What follows belongs to an exercise in optimizing a design on an open flow for small area and few clock cycles; a production flow would make more cautious choices. At most, simulation tests tie the RTL to the original design; equivalence was not proved. Power and IR drop assume default switching activity.

## rev 12
==> flow/design.v (excerpt) <==
module djtag_core (
    input  wire         clk,
    input  wire         rst,
    input  wire         rx_valid,
    input  wire [6:0]   rx_len,
    input  wire [511:0] rx_data,
    output wire         rx_take,
    output wire         tx_valid,
    output wire [6:0]   tx_len,
    output wire [511:0] tx_data,
    input  wire         tx_ready,
    output reg          tck_o,
    output reg          tdi_o,
    output reg          tms_o,
    input  wire         tdo_i,
    output reg          trst_oe,
    output reg          srst_oe
);
export LEC_CHECK = 0
export CAP_MARGIN = 20
export CORE_MARGIN = 2
export CORE_UTILIZATION = 20
export CTS_CLUSTER_DIAMETER = 100
export CTS_CLUSTER_SIZE = 25
export GPL_TIMING_DRIVEN = 0
export SLEW_MARGIN = 20
export SYNTH_HIERARCHICAL = 1
create_clock -name core_clock -period 10.0 [get_ports {clk}]
standard.sh (not shown) runs the stock make flow with config.mk's settings and CLKGATE_MAP_FILE= SYNTH_SCRIPT=/design/flow/synth_recipe.tcl, a recipe that flattens the netlist after the stock synthesis.
==> flow/flow/run.sh <==
#!/bin/bash
# The standard layout, with the smallest buffer (buf_1) on every port
# instead of the one buffer_ports picks by default, and the buffers that
# synthesis inserted removed at floorplan (repair_design re-buffers the nets
# that need it once the cells are placed).
set -uo pipefail
bash standard.sh "BUFFER_PORTS_ARGS=-buffer_cell sky130_fd_sc_hd__buf_1" \
    REMOVE_ABC_BUFFERS=1 finish > standard.log 2>&1
Rev 12 went all the way through the flow, and no timing, DRC or antenna check failed.
#### Input delta (rev 13 over rev 12)
# rev 12
export LEC_CHECK = 0
export CAP_MARGIN = 20
export CORE_MARGIN = 2
export CORE_UTILIZATION = 20
export CTS_CLUSTER_DIAMETER = 100
export CTS_CLUSTER_SIZE = 25
export GPL_TIMING_DRIVEN = 0
export SLEW_MARGIN = 20
export SYNTH_HIERARCHICAL = 1
create_clock -name core_clock -period 10.0 [get_ports {clk}]
# rev 13
export LEC_CHECK = 0
export CAP_MARGIN = 20
export CORE_MARGIN = 2
export CORE_UTILIZATION = 20
export CTS_CLUSTER_DIAMETER = 100
export CTS_CLUSTER_SIZE = 20
export GPL_TIMING_DRIVEN = 0
export SLEW_MARGIN = 20
export SYNTH_HIERARCHICAL = 1
create_clock -name core_clock -period 10.0 [get_ports {clk}]
--- a/flow/flow/run.sh
+++ b/flow/flow/run.sh
@@ -3 +3 @@
-# instead of the one buffer_ports picks by default, and the buffers that
+# instead of the one buffer_ports picks by default, the buffers that
@@ -5 +5,2 @@
-# that need it once the cells are placed).
+# that need it once the cells are placed), and rx_data and tx_data each kept
+# to one corner of the die.
@@ -8 +9,2 @@
-    REMOVE_ABC_BUFFERS=1 finish > standard.log 2>&1
+    REMOVE_ABC_BUFFERS=1 \
+    "PRE_IO_PLACEMENT_TCL=$PWD/flow/pins.tcl" finish > standard.log 2>&1
==> flow/flow/pins.tcl (new file) <==
# rx_data on the left and bottom edges, tx_data on the right and top edges:
# the packet read port gathers at the bottom left, the response buffer at
# the top right.  The other ports go where the placer puts them.
foreach {bus edge0 edge1} {rx_data left bottom tx_data right top} {
  set lo {}
  set hi {}
  for {set i 0} {$i < 256} {incr i} {
    lappend lo "${bus}\[$i\]"
    lappend hi "${bus}\[[expr {$i + 256}]\]"
  }
  set_io_pin_constraint -pin_names $lo -region ${edge0}:*
  set_io_pin_constraint -pin_names $hi -region ${edge1}:*
}
==> run notes <==
- | clock skew after layout | rev 13 vs rev 12 | worse |
- Comparing rev 13 and rev 12, the lower data-path buffer share of cell area in the final layout was measured on rev 13.
- Worst setup slack for register-to-register paths (lower): rev 13
- Share of the clock period used by the worst path after layout for rev 13: 0.30 points up relative to rev 12
- Leakage component of the power: rev 13 < rev 12
- In rev 13 relative to rev 12, worst vdd rail ir drop had gone up by more than 10%.
- On fraction of layout cells with a size suffix above 1: between rev 13 and rev 12, it ends up lower for rev 13.
- Looking at total routing resource utilization after global routing, rev 13 sits 0.59 points above rev 12.
- Between rev 12 and rev 13, first-iteration DRC count decreased.
- The final routed wirelength across all metal layers of rev 13 is higher than that of rev 12.
- Reported for rev 13 and rev 12, number of non-clock inverters turned out identical to the last digit.
No functional check of the RTL was part of any run of this note.

========
djtag_core, a different RTL version from the one above (not shown whole).
Size in the first run: ~1600 cells after synthesis, roughly 600 flip-flops, about 1100 I/O pins.
clock: 10.0 ns
lec_check: 0
cap_margin: 20
core_margin: 2
core_utilization: 20
gpl_timing_driven: 0
slew_margin: 20
synth_hierarchical: 1
==> flow/flow/run.sh <==
#!/bin/bash
# The standard layout, with the smallest buffer (buf_1) on every port
# instead of the one buffer_ports picks by default.
set -uo pipefail
bash standard.sh "BUFFER_PORTS_ARGS=-buffer_cell sky130_fd_sc_hd__buf_1" finish > standard.log 2>&1
Testbench counts at the start, summed over its fixed seeds: cycles 2,784,847.
Change:
==> flow/flow/run.sh (replaced) <==
#!/bin/bash
# The standard layout, with the smallest buffer (buf_1) on every port
# instead of the one buffer_ports picks by default, and the buffers that
# synthesis inserted removed at floorplan (repair_design re-buffers the nets
# that need it once the cells are placed).
set -uo pipefail
bash standard.sh "BUFFER_PORTS_ARGS=-buffer_cell sky130_fd_sc_hd__buf_1" \
    REMOVE_ABC_BUFFERS=1 finish > standard.log 2>&1
CTS_CLUSTER_DIAMETER = 100   (was unset)
CTS_CLUSTER_SIZE = 20   (was unset)
Effect: The new run finished clean; combinational power is lower by about 5%; non-clock buffer count is lower by 78; core utilization is lower by 0.79 points; flip-flop and latch count stays the same; register-to-register slack improved by 0.09 ns; via count is lower by 1.3%.

========
Setup of v6:
djtag_core, a different RTL version from the one above (not shown whole).
Size in the first run: ~1800 cells after synthesis, about 590 flip-flops, ~1100 I/O pins.
export LEC_CHECK = 0
export CAP_MARGIN = 20
export CORE_MARGIN = 2
export CORE_UTILIZATION = 20
export CTS_BUF_LIST = sky130_fd_sc_hd__clkbuf_16
export CTS_CLUSTER_DIAMETER = 150
export CTS_CLUSTER_SIZE = 30
export GPL_TIMING_DRIVEN = 0
export SLEW_MARGIN = 20
export SYNTH_HIERARCHICAL = 1
create_clock -name core_clock -period 10.0 [get_ports {clk}]
==> flow/flow/run.sh <==
#!/bin/bash
# The standard layout, with the smallest buffer (buf_1) on every port
# instead of the one buffer_ports picks by default.
set -uo pipefail
bash standard.sh "BUFFER_PORTS_ARGS=-buffer_cell sky130_fd_sc_hd__buf_1" finish > standard.log 2>&1
Both conditions hold for v6: the flow ran to the end and the final layout passed the timing, DRC and antenna checks.
Relative to v6, the following input files were edited for v7:
- CTS_CLUSTER_SIZE removed (was 30)
- GPL_TIMING_DRIVEN removed (was 0)
- CTS_BUF_LIST changed from sky130_fd_sc_hd__clkbuf_16 to sky130_fd_sc_hd__clkbuf_8
- CTS_CLUSTER_DIAMETER removed (was 150)
Findings:
- Higher required time at the worst-slack endpoint goes to v7 over v6.
- Looking at start point of the critical path, the rp[5] result is from v7; the rx_data[9] one comes from v6.
- The combinational group share of total power reported for v7 is smaller than that of v6 by 4.9 points.
- Taking v6 as the reference, in v7 number of placed instances, taps included dropped about 1.1%, maximum frequency went up, arrival time of the worst setup path fell by 0.30 ns.
No functional check of the RTL was part of any run of this note.

========
Another version of the RTL of djtag_core (not shown whole).
Size in the first run: about 1600 cells after synthesis, about 600 flip-flops, ~1100 I/O pins, about 25000 sq um of cells after synthesis.
export LEC_CHECK = 0
export CAP_MARGIN = 20
export CORE_MARGIN = 2
export CORE_UTILIZATION = 20
export CTS_BUF_LIST = sky130_fd_sc_hd__clkbuf_8
export CTS_CLUSTER_DIAMETER = 80
export CTS_CLUSTER_SIZE = 16
export GPL_TIMING_DRIVEN = 0
export SLEW_MARGIN = 20
export SYNTH_HIERARCHICAL = 1
create_clock -name core_clock -period 10.0 [get_ports {clk}]
==> flow/flow/run.sh <==
#!/bin/bash
# The standard layout, with the smallest buffer (buf_1) on every port
# instead of the one buffer_ports picks by default, the buffers that
# synthesis inserted removed at floorplan (repair_design re-buffers the nets
# that need it once the cells are placed), and rx_data and tx_data each kept
# to one corner of the die.
set -uo pipefail
bash standard.sh "BUFFER_PORTS_ARGS=-buffer_cell sky130_fd_sc_hd__buf_1" \
    REMOVE_ABC_BUFFERS=1 \
    "PRE_IO_PLACEMENT_TCL=$PWD/flow/pins.tcl" finish > standard.log 2>&1
==> flow/flow/pins.tcl <==
# rx_data on the left and bottom edges, tx_data on the right and top edges:
# the packet read port gathers at the bottom left, the response buffer at
# the top right.  The other ports go where the placer puts them.
foreach {bus edge0 edge1} {rx_data left bottom tx_data right top} {
  set lo {}
  set hi {}
  for {set i 0} {$i < 256} {incr i} {
    lappend lo "${bus}\[$i\]"
    lappend hi "${bus}\[[expr {$i + 256}]\]"
  }
  set_io_pin_constraint -pin_names $lo -region ${edge0}:*
  set_io_pin_constraint -pin_names $hi -region ${edge1}:*
}
Testbench counts at the start, summed over its fixed seeds: cycles 2,784,847.
Edit:
--- a/flow/config.mk
+++ b/flow/config.mk
@@ -10,6 +10,6 @@
 export CORE_UTILIZATION = 20
-export CTS_BUF_LIST = sky130_fd_sc_hd__clkbuf_8
-export CTS_CLUSTER_DIAMETER = 80
-export CTS_CLUSTER_SIZE = 16
+export CTS_CLUSTER_DIAMETER = 100
+export CTS_CLUSTER_SIZE = 25
 export GPL_TIMING_DRIVEN = 0
+export PLACE_DENSITY = 0.8
 export SLEW_MARGIN = 20
After rerunning: Fmax decreases by 3.5%; final cell count decreases by about 0.5%; first-iteration DRC count increases by 19%; worst setup slack degrades by 290 ps; power stays flat; combinational power decreases by about 3%; synthesized cell count does not change; core utilization stays flat; routed wire length decreases by 4.7%.
Edit:
==> flow/config.mk (replaced) <==
export PLATFORM = sky130hd
export DESIGN_NAME = djtag_core
export DESIGN_NICKNAME = djtag_core
export VERILOG_FILES = /design/flow/design.v
export SDC_FILE = /design/flow/constraint.sdc
export NUM_CORES = 4
export LEC_CHECK = 0
export CAP_MARGIN = 10
export CORE_MARGIN = 2
export CORE_UTILIZATION = 20
export CTS_BUF_LIST = sky130_fd_sc_hd__clkbuf_8
export CTS_CLUSTER_DIAMETER = 80
export CTS_CLUSTER_SIZE = 16
export GPL_TIMING_DRIVEN = 0
export SLEW_MARGIN = 10
export SYNTH_HIERARCHICAL = 1
After rerunning:
- The changed run passed the timing, DRC and antenna checks
- utilization is lower by 0.26 points
- synthesized area does not change
- first-iteration DRC count is lower by 9.8%
- synthesized cell count does not change
- die area is unchanged
- power is lower by 0.82%
- design area is lower by 1.0%
- final cell count is unchanged
- non-clock buffer count is lower by 21
- via count is lower by 1.2%
Edit:
==> flow/config.mk (replaced) <==
export PLATFORM = sky130hd
export DESIGN_NAME = djtag_core
export DESIGN_NICKNAME = djtag_core
export VERILOG_FILES = /design/flow/design.v
export SDC_FILE = /design/flow/constraint.sdc
export NUM_CORES = 4
export LEC_CHECK = 0
export CAP_MARGIN = 20
export CORE_MARGIN = 2
export CORE_UTILIZATION = 25
export CTS_CLUSTER_DIAMETER = 100
export CTS_CLUSTER_SIZE = 25
export GPL_TIMING_DRIVEN = 0
export SLEW_MARGIN = 20
export SYNTH_HIERARCHICAL = 1
The changed run aborted during 3_2_place_iop on PPL-0111.
Synthesized cell count does not change.
Area after synthesis does not change.
Edit:
--- a/flow/config.mk
+++ b/flow/config.mk
@@ -9,5 +9,5 @@
 export CORE_MARGIN = 2
-export CORE_UTILIZATION = 25
+export CORE_UTILIZATION = 20
 export CTS_CLUSTER_DIAMETER = 100
-export CTS_CLUSTER_SIZE = 25
+export CTS_CLUSTER_SIZE = 20
 export GPL_TIMING_DRIVEN = 0
Outcome:
- This time the run produced a clean layout
- synthesized area stays the same
- synthesized cell count does not change
Edit:
--- a/flow/config.mk
+++ b/flow/config.mk
@@ -11,3 +11,3 @@
 export CTS_CLUSTER_DIAMETER = 100
-export CTS_CLUSTER_SIZE = 20
+export CTS_CLUSTER_SIZE = 25
 export GPL_TIMING_DRIVEN = 0
The changed run completed without violations.
Critical path depth does not change.
Clock-buffer cell count goes down by 2.
Design area goes down by 0.63%.
Total power goes down by 2.9%.
Worst hold slack barely changes.
Maximum frequency barely changes.
Sequential cell count is unchanged.
Via count goes down by 0.35%.

==> afterwards: timing with drivers on the ports <==
In the flow no input, the clock included, has a driving cell. The finished layouts below were timed again as built, in two steps.
Step 1 sets driving cells, clkbuf_16 on the clock port and buf_2 on the other inputs (assumed; they add their load-dependent delay and slew).
Step 2 times the ports against the registers' clock, not the clock port: input delays grow and output delays shrink by t, the midpoint of the rising clock arrivals with the driver on.
Three values: ideal, step 1, step 2; two values: the first two.
| run | shift t [ns] | slack for setup (ns) | worst slew at a driven data input, ns | cell pins on the clock port's net |
|---|---|---|---|---|
| rev 12 | 0.625 | 0.310 / 0.310 / 0.310 | 0.31 | 1 |
| rev 13 | 0.630 | 0.280 / 0.280 / 0.280 | 0.26 | 1 |
| the first run of note 2 | 0.681 | 0.817 / 0.817 / 0.817 | 0.31 | 1 |
| the second run of note 2 | 0.637 | 0.907 / 0.907 / 0.907 | 0.33 | 1 |
| v6 | 0.662 | 0.183 / 0.209 / -0.453 | 0.22 | 1 |
| v7 | 0.774 | 0.557 / 0.557 / 0.063 | 0.24 | 1 |
| the first run of note 4 | 0.738 | 1.972 / 1.972 / 1.674 | 0.28 | 1 |
| the second run of note 4 | 0.714 | 1.681 / 1.681 / 1.626 | 0.28 | 1 |
| the third run of note 4 | 0.744 | 1.593 / 1.593 / 1.212 | 0.28 | 1 |
| the fifth run of note 4 | 0.651 | 1.971 / 1.971 / 1.642 | 0.27 | 1 |
| the sixth run of note 4 | 0.706 | 1.989 / 1.989 / 1.692 | 0.28 | 1 |
With both steps, setup timing fails in v6, where it was met with ideal ports. The setup slack of v6, which loses most, moves by +0.026 ns with the drivers and by -0.636 ns with both steps.
